From an optimization exercise on the open Yosys and OpenROAD flow, aimed at small area; shortcuts taken in it are not production practice. No functional check of the RTL was part of this run. Power is estimated from default activity; no workload was simulated.

`design.v`:
```
module rd_dds_sine (
  input  wire [6:0] idx,
  output reg  [6:0] amp
);
  always @(*) begin
    case (idx)
      7'd0: amp = 7'd64;
      7'd1: amp = 7'd67;
      7'd2: amp = 7'd70;
      7'd3: amp = 7'd73;
      7'd4: amp = 7'd76;
      7'd5: amp = 7'd79;
      7'd6: amp = 7'd82;
      7'd7: amp = 7'd85;
      7'd8: amp = 7'd88;
      7'd9: amp = 7'd91;
      7'd10: amp = 7'd93;
      7'd11: amp = 7'd96;
      7'd12: amp = 7'd99;
      7'd13: amp = 7'd101;
      7'd14: amp = 7'd104;
      7'd15: amp = 7'd106;
      7'd16: amp = 7'd108;
      7'd17: amp = 7'd111;
      7'd18: amp = 7'd113;
      7'd19: amp = 7'd115;
      7'd20: amp = 7'd116;
      7'd21: amp = 7'd118;
      7'd22: amp = 7'd120;
      7'd23: amp = 7'd121;
      7'd24: amp = 7'd122;
      7'd25: amp = 7'd123;
      7'd26: amp = 7'd124;
      7'd27: amp = 7'd125;
      7'd28: amp = 7'd126;
      7'd29: amp = 7'd126;
      7'd30: amp = 7'd127;
      7'd31: amp = 7'd127;
      7'd32: amp = 7'd127;
      7'd33: amp = 7'd127;
      7'd34: amp = 7'd127;
      7'd35: amp = 7'd126;
      7'd36: amp = 7'd126;
      7'd37: amp = 7'd125;
      7'd38: amp = 7'd124;
      7'd39: amp = 7'd123;
      7'd40: amp = 7'd122;
      7'd41: amp = 7'd121;
      7'd42: amp = 7'd120;
      7'd43: amp = 7'd118;
      7'd44: amp = 7'd116;
      7'd45: amp = 7'd115;
      7'd46: amp = 7'd113;
      7'd47: amp = 7'd111;
      7'd48: amp = 7'd108;
      7'd49: amp = 7'd106;
      7'd50: amp = 7'd104;
      7'd51: amp = 7'd101;
      7'd52: amp = 7'd99;
      7'd53: amp = 7'd96;
      7'd54: amp = 7'd93;
      7'd55: amp = 7'd91;
      7'd56: amp = 7'd88;
      7'd57: amp = 7'd85;
      7'd58: amp = 7'd82;
      7'd59: amp = 7'd79;
      7'd60: amp = 7'd76;
      7'd61: amp = 7'd73;
      7'd62: amp = 7'd70;
      7'd63: amp = 7'd67;
      7'd64: amp = 7'd64;
      7'd65: amp = 7'd60;
      7'd66: amp = 7'd57;
      7'd67: amp = 7'd54;
      7'd68: amp = 7'd51;
      7'd69: amp = 7'd48;
      7'd70: amp = 7'd45;
      7'd71: amp = 7'd42;
      7'd72: amp = 7'd39;
      7'd73: amp = 7'd36;
      7'd74: amp = 7'd34;
      7'd75: amp = 7'd31;
      7'd76: amp = 7'd28;
      7'd77: amp = 7'd26;
      7'd78: amp = 7'd23;
      7'd79: amp = 7'd21;
      7'd80: amp = 7'd19;
      7'd81: amp = 7'd16;
      7'd82: amp = 7'd14;
      7'd83: amp = 7'd12;
      7'd84: amp = 7'd11;
      7'd85: amp = 7'd9;
      7'd86: amp = 7'd7;
      7'd87: amp = 7'd6;
      7'd88: amp = 7'd5;
      7'd89: amp = 7'd4;
      7'd90: amp = 7'd3;
      7'd91: amp = 7'd2;
      7'd92: amp = 7'd1;
      7'd93: amp = 7'd1;
      7'd94: amp = 7'd0;
      7'd95: amp = 7'd0;
      7'd96: amp = 7'd0;
      7'd97: amp = 7'd0;
      7'd98: amp = 7'd0;
      7'd99: amp = 7'd1;
      7'd100: amp = 7'd1;
      7'd101: amp = 7'd2;
      7'd102: amp = 7'd3;
      7'd103: amp = 7'd4;
      7'd104: amp = 7'd5;
      7'd105: amp = 7'd6;
      7'd106: amp = 7'd7;
      7'd107: amp = 7'd9;
      7'd108: amp = 7'd11;
      7'd109: amp = 7'd12;
      7'd110: amp = 7'd14;
      7'd111: amp = 7'd16;
      7'd112: amp = 7'd19;
      7'd113: amp = 7'd21;
      7'd114: amp = 7'd23;
      7'd115: amp = 7'd26;
      7'd116: amp = 7'd28;
      7'd117: amp = 7'd31;
      7'd118: amp = 7'd34;
      7'd119: amp = 7'd36;
      7'd120: amp = 7'd39;
      7'd121: amp = 7'd42;
      7'd122: amp = 7'd45;
      7'd123: amp = 7'd48;
      7'd124: amp = 7'd51;
      7'd125: amp = 7'd54;
      7'd126: amp = 7'd57;
      7'd127: amp = 7'd60;
      default: amp = 7'd0;
    endcase
  end
endmodule
module rd_dds_sine34 (
  input  wire [6:0] idx,
  output reg  [6:0] amp
);
  always @(*) begin
    case (idx)
      7'd0: amp = 7'd48;
      7'd1: amp = 7'd51;
      7'd2: amp = 7'd53;
      7'd3: amp = 7'd55;
      7'd4: amp = 7'd57;
      7'd5: amp = 7'd60;
      7'd6: amp = 7'd62;
      7'd7: amp = 7'd64;
      7'd8: amp = 7'd66;
      7'd9: amp = 7'd69;
      7'd10: amp = 7'd70;
      7'd11: amp = 7'd72;
      7'd12: amp = 7'd75;
      7'd13: amp = 7'd76;
      7'd14: amp = 7'd78;
      7'd15: amp = 7'd80;
      7'd16: amp = 7'd81;
      7'd17: amp = 7'd84;
      7'd18: amp = 7'd85;
      7'd19: amp = 7'd87;
      7'd20: amp = 7'd87;
      7'd21: amp = 7'd89;
      7'd22: amp = 7'd90;
      7'd23: amp = 7'd91;
      7'd24: amp = 7'd92;
      7'd25: amp = 7'd93;
      7'd26: amp = 7'd93;
      7'd27: amp = 7'd94;
      7'd28: amp = 7'd95;
      7'd29: amp = 7'd95;
      7'd30: amp = 7'd96;
      7'd31: amp = 7'd96;
      7'd32: amp = 7'd96;
      7'd33: amp = 7'd96;
      7'd34: amp = 7'd96;
      7'd35: amp = 7'd95;
      7'd36: amp = 7'd95;
      7'd37: amp = 7'd94;
      7'd38: amp = 7'd93;
      7'd39: amp = 7'd93;
      7'd40: amp = 7'd92;
      7'd41: amp = 7'd91;
      7'd42: amp = 7'd90;
      7'd43: amp = 7'd89;
      7'd44: amp = 7'd87;
      7'd45: amp = 7'd87;
      7'd46: amp = 7'd85;
      7'd47: amp = 7'd84;
      7'd48: amp = 7'd81;
      7'd49: amp = 7'd80;
      7'd50: amp = 7'd78;
      7'd51: amp = 7'd76;
      7'd52: amp = 7'd75;
      7'd53: amp = 7'd72;
      7'd54: amp = 7'd70;
      7'd55: amp = 7'd69;
      7'd56: amp = 7'd66;
      7'd57: amp = 7'd64;
      7'd58: amp = 7'd62;
      7'd59: amp = 7'd60;
      7'd60: amp = 7'd57;
      7'd61: amp = 7'd55;
      7'd62: amp = 7'd53;
      7'd63: amp = 7'd51;
      7'd64: amp = 7'd48;
      7'd65: amp = 7'd45;
      7'd66: amp = 7'd43;
      7'd67: amp = 7'd41;
      7'd68: amp = 7'd39;
      7'd69: amp = 7'd36;
      7'd70: amp = 7'd34;
      7'd71: amp = 7'd32;
      7'd72: amp = 7'd30;
      7'd73: amp = 7'd27;
      7'd74: amp = 7'd26;
      7'd75: amp = 7'd24;
      7'd76: amp = 7'd21;
      7'd77: amp = 7'd20;
      7'd78: amp = 7'd18;
      7'd79: amp = 7'd16;
      7'd80: amp = 7'd15;
      7'd81: amp = 7'd12;
      7'd82: amp = 7'd11;
      7'd83: amp = 7'd9;
      7'd84: amp = 7'd9;
      7'd85: amp = 7'd7;
      7'd86: amp = 7'd6;
      7'd87: amp = 7'd5;
      7'd88: amp = 7'd4;
      7'd89: amp = 7'd3;
      7'd90: amp = 7'd3;
      7'd91: amp = 7'd2;
      7'd92: amp = 7'd1;
      7'd93: amp = 7'd1;
      7'd94: amp = 7'd0;
      7'd95: amp = 7'd0;
      7'd96: amp = 7'd0;
      7'd97: amp = 7'd0;
      7'd98: amp = 7'd0;
      7'd99: amp = 7'd1;
      7'd100: amp = 7'd1;
      7'd101: amp = 7'd2;
      7'd102: amp = 7'd3;
      7'd103: amp = 7'd3;
      7'd104: amp = 7'd4;
      7'd105: amp = 7'd5;
      7'd106: amp = 7'd6;
      7'd107: amp = 7'd7;
      7'd108: amp = 7'd9;
      7'd109: amp = 7'd9;
      7'd110: amp = 7'd11;
      7'd111: amp = 7'd12;
      7'd112: amp = 7'd15;
      7'd113: amp = 7'd16;
      7'd114: amp = 7'd18;
      7'd115: amp = 7'd20;
      7'd116: amp = 7'd21;
      7'd117: amp = 7'd24;
      7'd118: amp = 7'd26;
      7'd119: amp = 7'd27;
      7'd120: amp = 7'd30;
      7'd121: amp = 7'd32;
      7'd122: amp = 7'd34;
      7'd123: amp = 7'd36;
      7'd124: amp = 7'd39;
      7'd125: amp = 7'd41;
      7'd126: amp = 7'd43;
      7'd127: amp = 7'd45;
      default: amp = 7'd0;
    endcase
  end
endmodule
module rd_dds_steps (
  input  wire [4:0] code,
  output reg  [7:0] step_a,
  output reg  [7:0] step_b,
  output reg        has_next,   
  output reg  [4:0] next_code
);
  always @(*) begin
    has_next  = 1'b0;
    next_code = code;
    case (code)
      5'd0: begin step_a = 8'd86; step_b = 8'd60; end
      5'd1: begin step_a = 8'd77; step_b = 8'd45; end
      5'd2: begin step_a = 8'd86; step_b = 8'd45; end
      5'd3: begin step_a = 8'd95; step_b = 8'd45; end
      5'd4: begin step_a = 8'd77; step_b = 8'd49; end
      5'd5: begin step_a = 8'd86; step_b = 8'd49; end
      5'd6: begin step_a = 8'd95; step_b = 8'd49; end
      5'd7: begin step_a = 8'd77; step_b = 8'd55; end
      5'd8: begin step_a = 8'd86; step_b = 8'd55; end
      5'd9: begin step_a = 8'd95; step_b = 8'd55; end
      5'd10: begin step_a = 8'd77; step_b = 8'd60; end
      5'd11: begin step_a = 8'd95; step_b = 8'd60; end
      5'd12: begin step_a = 8'd96; step_b = 8'd83; end
      5'd13: begin step_a = 8'd58; step_b = 8'd45; end
      5'd14: begin step_a = 8'd70; step_b = 8'd45; end
      5'd15: begin step_a = 8'd70; step_b = 8'd58; end
      5'd16: begin step_a = 8'd83; step_b = 8'd45; end
      5'd17: begin step_a = 8'd83; step_b = 8'd58; end
      5'd18: begin step_a = 8'd83; step_b = 8'd70; end
      5'd19: begin step_a = 8'd96; step_b = 8'd45; end
      5'd20: begin step_a = 8'd96; step_b = 8'd58; end
      5'd21: begin step_a = 8'd96; step_b = 8'd70; end
      5'd22: begin step_a = 8'd109; step_b = 8'd70; end
      5'd23: begin step_a = 8'd109; step_b = 8'd96; end
      5'd24: begin step_a = 8'd166; step_b = 8'd0; end
      5'd25: begin step_a = 8'd64; step_b = 8'd0; end
      5'd26: begin step_a = 8'd32; step_b = 8'd0; end
      5'd27: begin step_a = 8'd33; step_b = 8'd0; has_next = 1'b1; next_code = 5'd29; end
      5'd28: begin step_a = 8'd50; step_b = 8'd0; has_next = 1'b1; next_code = 5'd31; end
      5'd29: begin step_a = 8'd42; step_b = 8'd0; has_next = 1'b1; next_code = 5'd30; end
      5'd30: begin step_a = 8'd50; step_b = 8'd0; end
      5'd31: begin step_a = 8'd33; step_b = 8'd0; end
    endcase
  end
endmodule
module rd_dds_engine (
  input  wire        clk,
  input  wire        rst,
  input  wire [31:0] cmd,
  input  wire        cmd_valid,
  output wire        cmd_ready,
  input  wire        tick,
  output wire [7:0]  sample,
  output wire        out_en,
  output wire        busy
);
  reg [9:0]  ph_a, ph_b;
  reg        ph_zero;
  reg [4:0]  code;
  reg [19:0] rem;
  reg        hb;
  wire active = |rem;
  assign busy      = active;
  assign out_en    = active;
  assign cmd_ready = ~active;
  wire       cmd_take = cmd_valid & ~active;
  wire       cmd_init = cmd_take & (cmd == 32'h1000_0000);
  wire       cmd_tone = cmd_take & (cmd[31:21] == 11'b0010_0000_000);
  wire [4:0] sym      = cmd[20:16];
  wire [19:0] tone_len = (sym[4:3] == 2'b11 && sym[2:0] >= 3'd5) ? 20'd0 :
                         (sym[4:3] == 2'b11 && sym[2:0] >= 3'd3) ? 20'd32 :
                         {cmd[15:0], 4'b0000};
  wire       do_tick = tick & active;
  wire [7:0] step_a, step_b;
  wire       has_next;
  wire [4:0] next_code;
  rd_dds_steps u_steps (.code(code), .step_a(step_a), .step_b(step_b),
                        .has_next(has_next), .next_code(next_code));
  wire [9:0] base_a = ph_zero ? 10'd4 : ph_a;
  wire [9:0] base_b = ph_zero ? 10'd4 : ph_b;
  wire [9:0] ph_a_n = base_a + {2'b00, step_a};
  wire [9:0] ph_b_n = base_b + {2'b00, step_b};
  wire       last = (rem == 20'd1);
  always @(posedge clk) begin
    if (rst) begin
      ph_zero <= 1'b1;
      rem     <= 20'd0;
    end else if (cmd_init) begin
      ph_zero <= 1'b1;
    end else if (cmd_tone) begin
      code    <= sym;
      rem     <= tone_len;
    end else if (do_tick) begin
      ph_zero <= 1'b0;
      ph_a    <= ph_a_n;
      ph_b    <= ph_b_n;
      hb      <= (step_b != 8'd0);
      if (last) begin
        code  <= next_code;
        rem   <= has_next ? 20'd32 : 20'd0;
      end else begin
        rem   <= rem - 20'd1;
      end
    end
  end
  wire [6:0] amp_a, amp_b;
  rd_dds_sine   u_sine_a (.idx(ph_a[9:3]), .amp(amp_a));
  rd_dds_sine34 u_sine_b (.idx(ph_b[9:3]), .amp(amp_b));
  assign sample = {1'b0, amp_a} + {1'b0, amp_b & {7{hb}}};
endmodule
module rd_dds_decoder (
  input  wire       clk,
  input  wire       rst,
  input  wire       dial_active,
  input  wire       pulse,
  input  wire       db_release,
  input  wire       sf_inhibit,
  input  wire [1:0] map_policy,
  output wire [4:0] digit,
  output reg        digit_valid,
  output reg        sf_arm,
  output reg        sf_cancel
);
  reg       dialing;
  reg [3:0] count;
  reg [3:0] dig;
  reg       db_lock;
  reg       pulse_q;
  assign digit = {dig[3] & dig[2], dig};
  wire       lock_1  = db_lock & ~db_release;                  
  wire       ev_dials = dial_active & ~dialing;                
  wire       dialing_1 = dialing | dial_active;
  wire [3:0] count_1 = ev_dials ? 4'd0 : count;
  wire       ev_pulse = pulse & ~pulse_q & ~lock_1;            
  wire       counted = ev_pulse & dialing_1 & ~sf_inhibit & (count_1 != 4'd11);
  wire [3:0] count_2 = count_1 + {3'b000, counted};
  wire       ev_diale = ~dial_active & dialing;                
  reg  [3:0] d;
  always @(*) begin
    if (count_2 == 4'd0 || count_2 == 4'd11) d = 4'hF;
    else case (map_policy)
      2'd1:    d = (count_2 == 4'd10) ? 4'd0 : 4'd10 - count_2;   
      2'd2:    d = count_2 - 4'd1;                                
      default: d = (count_2 == 4'd10) ? 4'd0 : count_2;           
    endcase
  end
  always @(posedge clk) begin
    if (rst) begin
      dialing     <= 1'b0;
      count       <= 4'd0;
      dig         <= 4'hF;
      db_lock     <= 1'b0;
      pulse_q     <= 1'b1;
      digit_valid <= 1'b0;
      sf_arm      <= 1'b0;
      sf_cancel   <= 1'b0;
    end else begin
      dialing     <= dial_active;
      count       <= count_2;
      db_lock     <= lock_1 | ev_pulse;
      pulse_q     <= pulse;
      sf_arm      <= ev_dials;
      sf_cancel   <= (ev_pulse & dialing_1) | ev_diale;
      digit_valid <= ev_diale & (d != 4'hF);
      if (ev_diale)
        dig       <= d;
    end
  end
endmodule
module rd_dds (
  input  wire        clk,
  input  wire        rst,           
  input  wire [31:0] cmd,
  input  wire        cmd_valid,
  output wire        cmd_ready,
  input  wire        tick,
  input  wire        dial_active,
  input  wire        pulse,
  input  wire        db_release,
  input  wire        sf_inhibit,
  input  wire [1:0]  map_policy,
  output wire [7:0]  sample,
  output wire        out_en,
  output wire        busy,
  output wire [4:0]  digit,
  output wire        digit_valid,
  output wire        sf_arm,
  output wire        sf_cancel
);
  rd_dds_engine u_engine (
    .clk(clk), .rst(rst),
    .cmd(cmd), .cmd_valid(cmd_valid), .cmd_ready(cmd_ready),
    .tick(tick),
    .sample(sample), .out_en(out_en), .busy(busy)
  );
  rd_dds_decoder u_decoder (
    .clk(clk), .rst(rst),
    .dial_active(dial_active), .pulse(pulse), .db_release(db_release),
    .sf_inhibit(sf_inhibit), .map_policy(map_policy),
    .digit(digit), .digit_valid(digit_valid),
    .sf_arm(sf_arm), .sf_cancel(sf_cancel)
  );
endmodule
```
`run.sh`:
```
#!/bin/bash
# synth_recipe.tcl (not shown) runs the flow's synth.tcl, then flattens the netlist and writes it again
# the make line also repeats each setting of config.mk as NAME=value (left out here)
make -C /OpenROAD-flow-scripts/flow DESIGN_CONFIG=/design/flow/config.mk WORK_HOME=/design/flow/orfs CLKGATE_MAP_FILE= SYNTH_SCRIPT=/design/flow/synth_recipe.tcl finish
```
`config.mk`:
```
export PLATFORM = sky130hd
export DESIGN_NAME = rd_dds
export DESIGN_NICKNAME = rd_dds
export VERILOG_FILES = /design/flow/design.v
export SDC_FILE = /design/flow/constraint.sdc
export NUM_CORES = 4
export LEC_CHECK = 0
export CAP_MARGIN = 20
export CORE_MARGIN = 2
export CORE_UTILIZATION = 40
export PLACE_DENSITY = 0.6
export SLEW_MARGIN = 20
```
`constraint.sdc`:
```
create_clock -name core_clock -period 10.0 [get_ports {clk}]
set_input_delay 2.0000 -clock core_clock [delete_from_list [all_inputs] [get_ports {clk}]]
set_output_delay 2.0000 -clock core_clock [all_outputs]
set_load 0.01 [all_outputs]
```
==> results.ini <==
[sta]
hold_viol_final = 0
fin_hold_ws_ns = 0.463
slew_viol_final = 0
fin_crit_sh = 0.604
slew_headroom = 0.307
fin_ws_ns = 3.96
final-setup-viol-count = 0
layout_min_cycle_time_ns = 6.04
setup_tns_ns = 0
clock.fmax_mhz = 165
rsz0062_at_grt = no
clock_skew_ns = 0.0103
worst_pin_slew_ns = 1.04

[clock_tree]
clk_pin_slew_worst_paths_ns = 0.06
cts-buffers-inserted = 9
clkSinkCount = 75
clk_latency_ns = 0.35
cts_max_level = 3
clockBufferDepth = 2
cts_tree = done
ctsHoldBuffers = 0
cts_resized = 0
post_cts_buffers = 0
cts_root_buf = clkbuf_16

[floorplan]
num_rows = 50
die_h_um = 141
coreArea_um2 = 18600
initial_utilization = 0.405
die_w_um = 141
ios = 61
die_area_um2 = 19900

[cells_and_area]
post-route-util = 0.453
syn_to_final_growth_pct = 12.0
num-fill-cells = 1882
nets = 1096
register_area_um2 = 1760
multi_input_area_um2 = 5280
diodes = 0
drive_gt1_frac = 0.0557

[routing]
via_per_inst = 6.05
drt_iter0_markers = 516
vias = 7497
wirelength_um = 20500
wl_per_cell_um = 16.5
firstDrtPassIters = 5
drcViolationCount = 0
ant_nets = 0

[synth]
synth_area_leaders = dfxtp_1, edfxtp_1, ha_1
synth_xor_area_frac = 0.0408
synth_cell_type_count = 87
synth_seq_cells = 75
synth_cells = 991
async_reset_ff_frac = 0
synth_area_um2 = 7520
yosysWarnings = 5
synth_most_common_cell = nor2_1
synth_compound_area_frac = 0.290
synth-simple-area-share = 0.247
synthMuxAreaShare = 0.0286
synth_top_family_by_area = compound AO/OA/AOI/OAI gates
synth.avg_cell_area_um2 = 7.59
yosys-top-cells-count = nor2_1, nand2_1, a21oi_1
synthAdderAreaFrac = 0.0955
seq_area_frac_synth = 0.234
yosys.area.top_type = dfxtp_1
synth_nets = 1087
synth-edff-count = 26
synthFlopType = dfxtp_1
synth_top_area_frac = 0.130

[critical_path]
worstSetupPathType = in -> reg
endpoint_kind = register
timing.rr.end = u_engine.amp_a[0]
r2r-start = u_engine.code[1]
r2r_cells = 16
critPathMaxFanout = 41
crit_arrival_ns = 6.23
start_kind = input port
r2r_setup_slack_ns = 4.39
crit_required_ns = 10.19

[global_routing]
grt_max_degree = 42
grt_pass1_wl_um = 34100
antenna_found_initial = 0
grt_pass1_vias = 6840
grt.total_usage = 0.206
grt-ovfl-total = 0

[min_path]
hp-class = reg -> reg
hold_depth = 1
hold_end = u_decoder.dig[0]
min_from = u_decoder.dig[0]

[pwr]
powerDensity_nw_per_um2 = 172
power.leakage_nw = 3.14
switching_share = 0.400
comb_power_share = 0.500
p_switching_mw = 0.579
clkPwrFrac = 0.225
intPower_mw = 0.868
vdd_drop_max_v = 0.0000955
power_frac_seq = 0.274

[placement]
dpl.hpwl_um = 14600
gp_congestion = 0.887
pre_cts_slack_ns = 3.68
io_buffers = 60

[outcome]
outcome = timing/DRC/antenna clean

[flow_run]
cap_viol_max_count = 0

## placed cells by master, fill, tap and decap left out, types with 19 or more instances in the layout
master,count
a211oi_1,19
a21oi_1,78
clkdlybuf4s50_1,60
dfxtp_1,49
edfxtp_1,26
ha_1,51
inv_1,30
nand2_1,82
nand3_1,23
nor2_1,121
nor2b_1,19
nor3_1,47
nor4_1,19
o21ai_0,68
xnor2_1,20
## power by group through the flow
stage	sequential (mW)	clock [mW]	combinational, mW
6_report	0.397	0.326	0.724
3_5_place_dp	0.403	0	0.715
3_3_place_gp	0.404	0	0.714
4_1_cts	0.397	0.335	0.719
5_1_grt	0.402	0.347	0.802
2_1_floorplan	0.392	0	0.523
## critical path, stage by stage
cell and delay, ns:
clkdlybuf4s50_1 0.45, buf_4 0.34, nand2b_1 0.18, a31o_1 0.60, inv_6 0.32, mux2i_4 0.80, inv_2 0.40, ha_1 0.38
a221oi_1 0.28, o21ai_0 0.18, a31oi_1 0.19, a32oi_1 0.09
## kinds of logic (layout without fill, tap and decap cells)
logic type	after synthesis	count (layout)
AO/OA/AOI/OAI	320	320
flip-flops	75	75
multiplexers	15	15
AND/OR/NAND/NOR	385	385
XOR/XNOR	35	35
adder cells (fa/ha/maj)	56	56
buffers and inverters	105	119
## final cells by class
type,instances,area share
clock inverter,4,0.00371
timing repair buffer,65,0.0758
clock buffer,12,0.0318
multi-input combinational,811,0.627
tap,234,0.0348
sequential,75,0.209
inverter,38,0.0181
## per-layer routing
metal / up-vias / wire [um] / track usage
li1: 3709 / - / -
met1: 3473 / 9250 / 0.277
met2: 286 / 9630 / 0.338
met3: 29 / 1250 / 0.0387
met4: 0 / 347 / 0.0579
met5: - / 0 / 0
## worst max-delay path by stage
stage / startpoint / depth (start not counted) / slack [ns] / to
floorplan: rst / 13 / 5.33 / u_engine.amp_a[0]
global placement: rst / 12 / 3.74 / u_engine.amp_a[0]
detailed placement: rst / 13 / 3.68 / u_engine.amp_a[2]
CTS: rst / 12 / 3.99 / u_engine.amp_a[3]
global route: rst / 12 / 3.56 / u_engine.amp_a[3]
finish: rst / 12 / 3.96 / u_engine.amp_a[3]
## registers in the layout, summed over array words and instances, names as in the netlist
| signal | cells |
|---|---|
| u_decoder.count | 4 |
| u_decoder.db_lock | 1 |
| u_decoder.dialing | 1 |
| u_decoder.dig | 4 |
| u_decoder.digit_valid | 1 |
| u_decoder.pulse_q | 1 |
| u_decoder.sf_arm | 1 |
| u_decoder.sf_cancel | 1 |
| u_engine.amp_a | 7 |
| u_engine.amp_b | 7 |
| u_engine.code | 5 |
| u_engine.hb | 1 |
| u_engine.ph_a | 10 |
| u_engine.ph_b | 10 |
| u_engine.ph_zero | 1 |
| u_engine.rem | 20 |
## metrics by stage
step                instances  area (um^2)  total power, mW
floorplan                 991         7520            0.915
global placement         1223         8120             1.12
detailed placement       1223         8120             1.12
CTS                      1239         8420             1.45
global route             1239         8420             1.55
finish                   1239         8420             1.45

==> static timing again, ports no longer ideal <==
Ports are ideal in the flow. The routed layout listed here was re-timed in OpenROAD.
Step 1 sets driving cells, clkbuf_16 on the clock port and buf_2 on the other inputs (assumed; they add their load-dependent delay and slew).
Step 2 times the ports against the registers' clock, not the clock port: input delays grow and output delays shrink by t, the midpoint of the rising clock arrivals with the driver on.
a / b / c = ideal ports / drivers / drivers and shift; a / b = the first two.
t, ns: 0.393
setup WS [ns]: 3.956 / 3.979 / 3.587
worst setup path after step 2: input to register
clock arrival spread, ns: 0.011 / 0.011
cell pins on the clock port's net: 1
After both steps this run still meets setup and hold. The setup slack of this run moves by +0.023 ns with the drivers and by -0.369 ns with both steps.
